This design comes from an exercise in tuning for a short achievable clock period and few clock cycles on the open sky130 flow, not from production work. In this exercise RTL edits were held to simulation tests only and were not proved equivalent to the original. The clock port is modelled as an ideal driver, which makes a skipped or thinned clock tree look cheaper than it is; a real chip needs a root buffer or a tree. Power figures rest on the tool's default switching activity, not on a simulated workload.

Design ssq_symdec, start of the top module:
module ssq_symdec (
    input  wire        clk,
    input  wire        rst,
    input  wire        in_valid,
    output wire        in_ready,
    input  wire [7:0]  in_data,
    input  wire        in_last,
    output reg         out_valid,
    input  wire        out_ready,
    output reg  [7:0]  out_data,
    output reg         out_last,
    output reg  [1:0]  out_err,
    output reg  [15:0] out_err_pos,
    output reg  [7:0]  out_err_val,
    output reg  [2:0]  out_pad
);
Size in the first run: about 53 I/O pins, roughly 30000 µm² of cells after synthesis.
clock: 5.0 ns
lec_check: 0
cap_margin: 20
core_margin: 2
core_utilization: 40
setup_slack_margin: 3.3
slew_margin: 20
standard.sh (not shown) runs the stock make flow with config.mk's settings and CLKGATE_MAP_FILE= SYNTH_SCRIPT=/design/flow/synth_recipe.tcl, a recipe that flattens the netlist after the stock synthesis.
==> flow/flow/run.sh <==
#!/bin/bash
# Standard layout, except that:
#  - the port buffers are buf_4 (the resizer sizes them later), and
#  - the clock tree is built by flow/tree.tcl (a two-level tree of clkbuf_16)
#    in place of clock_tree_synthesis.
# Each step's output goes to a log file of its own in this folder.
set -euo pipefail
here=$(pwd)
ports="BUFFER_PORTS_ARGS=-buffer_cell sky130_fd_sc_hd__buf_4"

bash standard.sh synth > log_1_synth.txt 2>&1
bash standard.sh "$ports" place > log_2_place.txt 2>&1

# ORFS's scripts with cts.tcl swapped for ours, used for the CTS step only
rm -rf "$here/cts_scripts"
cp -r "$FLOW_HOME/scripts" "$here/cts_scripts"
cp "$here/flow/cts.tcl" "$here/cts_scripts/cts.tcl"
FLOW_TREE_TCL="$here/flow/tree.tcl" bash standard.sh "$ports" do-4_1_cts do-4_cts \
  SCRIPTS_DIR="$here/cts_scripts" > log_3_cts.txt 2>&1

bash standard.sh "$ports" finish > log_4_finish.txt 2>&1
Other scripts of this flow, unchanged in this note and not shown: flow/flow/cts.tcl, flow/flow/tree.tcl
Testbench counts at the start, summed over its fixed seeds: cycles 69,251.
Rerun with:
Settings changed: CORE_UTILIZATION 40 to 55, SETUP_SLACK_MARGIN 3.3 to 3.4.
The changed run completed with no timing, DRC or antenna violations. Sequential share of layout area falls by 1.2 points. Register-to-register slack gets better by 0.07 ns. Cell area climbs by 2.2%.
No run of this note takes its clock network from TritonCTS; it comes from the design's own scripts or RTL.


old:
ssq_symdec, a different RTL version from the one above (not shown whole).
For scale: about 800 flip-flops, ~53 I/O pins.
Design ssq_symdec, start of the top module:
module ssq_symdec (
    input  wire        clk,
    input  wire        rst,
    input  wire        in_valid,
    output wire        in_ready,
    input  wire [7:0]  in_data,
    input  wire        in_last,
    output reg         out_valid,
    input  wire        out_ready,
    output reg  [7:0]  out_data,
    output reg         out_last,
    output reg  [1:0]  out_err,
    output reg  [15:0] out_err_pos,
    output reg  [7:0]  out_err_val,
    output reg  [2:0]  out_pad
);
    localparam ERR_NONE = 2'd0;
    localparam ERR_SDEC = 2'd1;
    localparam ERR_CDEC = 2'd2;
    localparam EV_NONE  = 2'd0;
    localparam EV_SDEC  = 2'd1;   
    localparam EV_CEND  = 2'd2;   
    localparam EV_CNEXT = 2'd3;   
    localparam DEPTH  = 12;       
    localparam RDEPTH = 5;        
    localparam RS     = DEPTH + 2;
    localparam RQS    = RDEPTH + 1;
    localparam IW    = 13;        
    localparam RW    = 26;        
    reg        in_ready_r;  
    reg        ir_n;        
    reg        c_v;
    reg [7:0]  c_data;
    reg        c_last;
    assign in_ready = in_ready_r;
    always @(posedge clk) begin
        c_v    <= in_valid && !ir_n && !rst;
        c_data <= in_data;
        c_last <= in_last;
    end
    wire [5:0] cls;         
    assign cls[0] = (c_data == 8'h2A);
    assign cls[1] = (c_data == 8'h25);
    assign cls[2] = (c_data == 8'h24);
    assign cls[3] = (c_data == 8'h23);
    assign cls[4] = (c_data == 8'h21);
    assign cls[5] = (c_data == 8'h26);
    reg [44:0] wn;
    reg [4:0]  pf_full;     
    reg [4:0]  pf_bad;      
    reg [4:0]  pf_bad2;     
    reg [24:0] pf_nph;      
  ...
Settings: LEC_CHECK=0, CAP_MARGIN=20, CORE_MARGIN=2, CORE_UTILIZATION=55, SETUP_SLACK_MARGIN=3.4, SLEW_MARGIN=20; clock period 5.0 ns.
==> flow/flow/run.sh <==
#!/bin/bash
# Standard layout, except that:
#  - the port buffers are buf_4 (the resizer sizes them later), and
#  - the clock tree is built by flow/tree.tcl (a two-level tree of clkinv_16)
#    in place of clock_tree_synthesis.
# Each step's output goes to a log file of its own in this folder.
set -euo pipefail
here=$(pwd)
ports="BUFFER_PORTS_ARGS=-buffer_cell sky130_fd_sc_hd__buf_4"

bash standard.sh synth > log_1_synth.txt 2>&1
bash standard.sh "$ports" place > log_2_place.txt 2>&1

# ORFS's scripts with cts.tcl swapped for ours, used for the CTS step only
rm -rf "$here/cts_scripts"
cp -r "$FLOW_HOME/scripts" "$here/cts_scripts"
cp "$here/flow/cts.tcl" "$here/cts_scripts/cts.tcl"
FLOW_TREE_TCL="$here/flow/tree.tcl" bash standard.sh "$ports" do-4_1_cts do-4_cts \
  SCRIPTS_DIR="$here/cts_scripts" > log_3_cts.txt 2>&1

bash standard.sh "$ports" finish > log_4_finish.txt 2>&1
==> flow/flow/cts.tcl <==
utl::set_metrics_stage "cts__{}"
source $::env(SCRIPTS_DIR)/load.tcl
source $::env(SCRIPTS_DIR)/lec_check.tcl
erase_non_stage_variables cts
load_design 3_place.odb 3_place.sdc
source_step_tcl PRE CTS

# Clone clock tree inverters next to register loads
# so cts does not try to buffer the inverted clocks.
repair_clock_inverters

proc save_progress { stage } {
  puts "Run 'make gui_$stage.odb' to load progress snapshot"
  orfs_write_db $::env(RESULTS_DIR)/$stage.odb
  orfs_write_sdc $::env(RESULTS_DIR)/$stage.sdc
}

# Run CTS
set cts_args [list \
  -sink_clustering_enable \
  -repair_clock_nets]

append_env_var cts_args CTS_BUF_DISTANCE -distance_between_buffers 1
append_env_var cts_args CTS_CLUSTER_SIZE -sink_clustering_size 1
append_env_var cts_args CTS_CLUSTER_DIAMETER -sink_clustering_max_diameter 1
append_env_var cts_args CTS_BUF_LIST -buf_list 1
append_env_var cts_args CTS_LIB_NAME -library 1


if { [env_var_exists_and_non_empty CTS_ARGS] } {
  set cts_args $::env(CTS_ARGS)
}

set_dont_use $::env(DONT_USE_CELLS)

# A two-level clock tree instead of clock_tree_synthesis: the clock port
# drives 4 root inverters, each drives the leaf inverters of its quarter of
# the die, and each leaf inverter drives about 35 flip-flops.
source $::env(FLOW_TREE_TCL)
build_clock_tree clk 4 35 sky130_fd_sc_hd__clkinv_16 sky130_fd_sc_hd__clkinv_16

utl::push_metrics_stage "cts__{}__pre_repair_timing"
log_cmd estimate_parasitics -placement
if { $::env(DETAILED_METRICS) } {
  report_metrics 4 "cts pre-repair-timing"
}
utl::pop_metrics_stage

set_placement_padding -global \
  -left $::env(CELL_PAD_IN_SITES_DETAIL_PLACEMENT) \
  -right $::env(CELL_PAD_IN_SITES_DETAIL_PLACEMENT)

set result [catch { detailed_placement } msg]
if { $result != 0 } {
  save_progress 4_1_error
  error "Detailed placement failed in CTS: $msg"
}

log_cmd estimate_parasitics -placement

if { $::env(CTS_SNAPSHOTS) } {
  save_progress 4_1_pre_repair_hold_setup
}

if { !$::env(SKIP_CTS_REPAIR_TIMING) } {
  if { $::env(EQUIVALENCE_CHECK) } {
    write_eqy_verilog 4_before_rsz.v
  }
  if { $::env(LEC_CHECK) } {
    write_lec_verilog 4_before_rsz_lec.v
  }

  repair_timing_helper

  if { $::env(EQUIVALENCE_CHECK) } {
    run_equivalence_test
  }
  if { $::env(LEC_CHECK) } {
    write_lec_verilog 4_after_rsz_lec.v
    run_lec_test 4_rsz 4_before_rsz_lec.v 4_after_rsz_lec.v
  }

  set result [catch { detailed_placement } msg]
  if { $result != 0 } {
    save_progress 4_1_error
    error "Detailed placement failed in CTS: $msg"
  }

  check_placement -verbose
}

report_metrics 4 "cts final"

source_step_tcl POST CTS

orfs_write_db $::env(RESULTS_DIR)/4_1_cts.odb
orfs_write_sdc $::env(RESULTS_DIR)/4_cts.sdc
Other scripts of this flow, unchanged in this note and not shown: flow/flow/tree.tcl
Testbench counts of old, summed over its fixed seeds: cycles 69,243.
Relative to old, the following input files were edited for new:
diff --git a/flow/flow/cts.tcl b/flow/flow/cts.tcl
--- a/flow/flow/cts.tcl
+++ b/flow/flow/cts.tcl
@@ -36,7 +36,7 @@
 # A two-level clock tree instead of clock_tree_synthesis: the clock port
 # drives 4 root inverters, each drives the leaf inverters of its quarter of
-# the die, and each leaf inverter drives about 35 flip-flops.
+# the die, and each leaf inverter drives about 45 flip-flops.
 source $::env(FLOW_TREE_TCL)
-build_clock_tree clk 4 35 sky130_fd_sc_hd__clkinv_16 sky130_fd_sc_hd__clkinv_16
+build_clock_tree clk 4 45 sky130_fd_sc_hd__clkinv_16 sky130_fd_sc_hd__clkinv_16
 
 utl::push_metrics_stage "cts__{}__pre_repair_timing"
==> run notes <==
Final instance count without filler cells in new is 11 lower than in old
Worst hold slack delta for new relative to old: 12 ps higher
met1 track utilization from global routing ended up 0.52 points higher on new than on old.
Compare new and old | post-layout worst setup margin higher: new
Core utilization: new vs old down 0.52 points
Between new and old, the global-route usage over all layers is lower for old.
Re part of the total power dissipated in combinational logic: new and old aren't equal, and the higher value belongs to new.
The minimum period implied by the final worst setup slack of new falls short of that of old by 3.2 ps.
Of new and old, new shows the higher wire length of the first global-routing pass, with old below it.
Total routed wire length on the met1 layer grows slightly when moving from old to new.
From old to new, die area did not move at all.
In every run of this note, the design's own scripts or RTL, not TritonCTS, make the clock network.


ssq_symdec, a different RTL version from the one above (not shown whole).
Size: roughly 2300 cells after synthesis, about 790 flip-flops, roughly 53 I/O pins.
==> flow/design.v (excerpt) <==
module ssq_symdec (
    input  wire        clk,
    input  wire        rst,
    input  wire        in_valid,
    output wire        in_ready,
    input  wire [7:0]  in_data,
    input  wire        in_last,
    output reg         out_valid,
    input  wire        out_ready,
    output reg  [7:0]  out_data,
    output reg         out_last,
    output reg  [1:0]  out_err,
    output reg  [15:0] out_err_pos,
    output reg  [7:0]  out_err_val,
    output reg  [2:0]  out_pad
);
Settings: LEC_CHECK=0, CAP_MARGIN=20, CORE_MARGIN=2, CORE_UTILIZATION=45, SETUP_SLACK_MARGIN=3.5, SLEW_MARGIN=20; clock period 5.0 ns.
Scripts as last shown in full above: flow/flow/run.sh
Other scripts of this flow, unchanged in this note and not shown: flow/flow/cts.tcl, flow/flow/tree.tcl
The baseline ran to the end with no violations.
Testbench counts at the start, summed over its fixed seeds: cycles 69,235.
Then changed:
Settings changed: CORE_UTILIZATION 45 to 55, SETUP_SLACK_MARGIN 3.5 to 3.4.
Total power fell by 0.51%.
Setup slack is better by 0.057 ns.
Design area drops by 4.7%.
Global-route usage grows by 3.8 points.
No run of this note takes its clock network from TritonCTS; it comes from the design's own scripts or RTL.

[separate check: timing with driven ports]
How much do the figures lean on ideal ports? The routed layouts below were timed once more, with nothing changed but the port constraints.
Step 1 (the two cells are an assumption about what drives the block):
set clk [get_ports {clk}]
set_driving_cell -lib_cell sky130_fd_sc_hd__clkbuf_16 $clk
set_driving_cell -lib_cell sky130_fd_sc_hd__buf_2 [delete_from_list [all_inputs] $clk]
Step 2 times the ports against the registers' clock, not the clock port: input delays grow and output delays shrink by t, the midpoint of the rising clock arrivals with the driver on.
Three values: no drivers, after step 1, after step 2; two values: the first two.
run	t (ns)	setup slack, ns	latest minus earliest clock arrival (ns)	cell pins on the clock port's net
the first run of note 1	0.526	2.989 / 2.959 / 2.892	0.038 / 0.038	4
the second run of note 1	0.522	3.057 / 3.001 / 2.951	0.041 / 0.041	4
old	0.541	3.267 / 3.008 / 2.700	0.039 / 0.040	4
new	0.520	3.270 / 3.012 / 2.735	0.030 / 0.031	4
the first run of note 3	0.543	3.186 / 2.996 / 2.887	0.042 / 0.044	4
the second run of note 3	0.532	3.243 / 3.013 / 2.996	0.026 / 0.026	4
After both steps setup and hold are still met in every run listed. For old, which loses most, drivers alone change the setup slack by -0.259 ns; drivers and shift together by -0.567 ns.
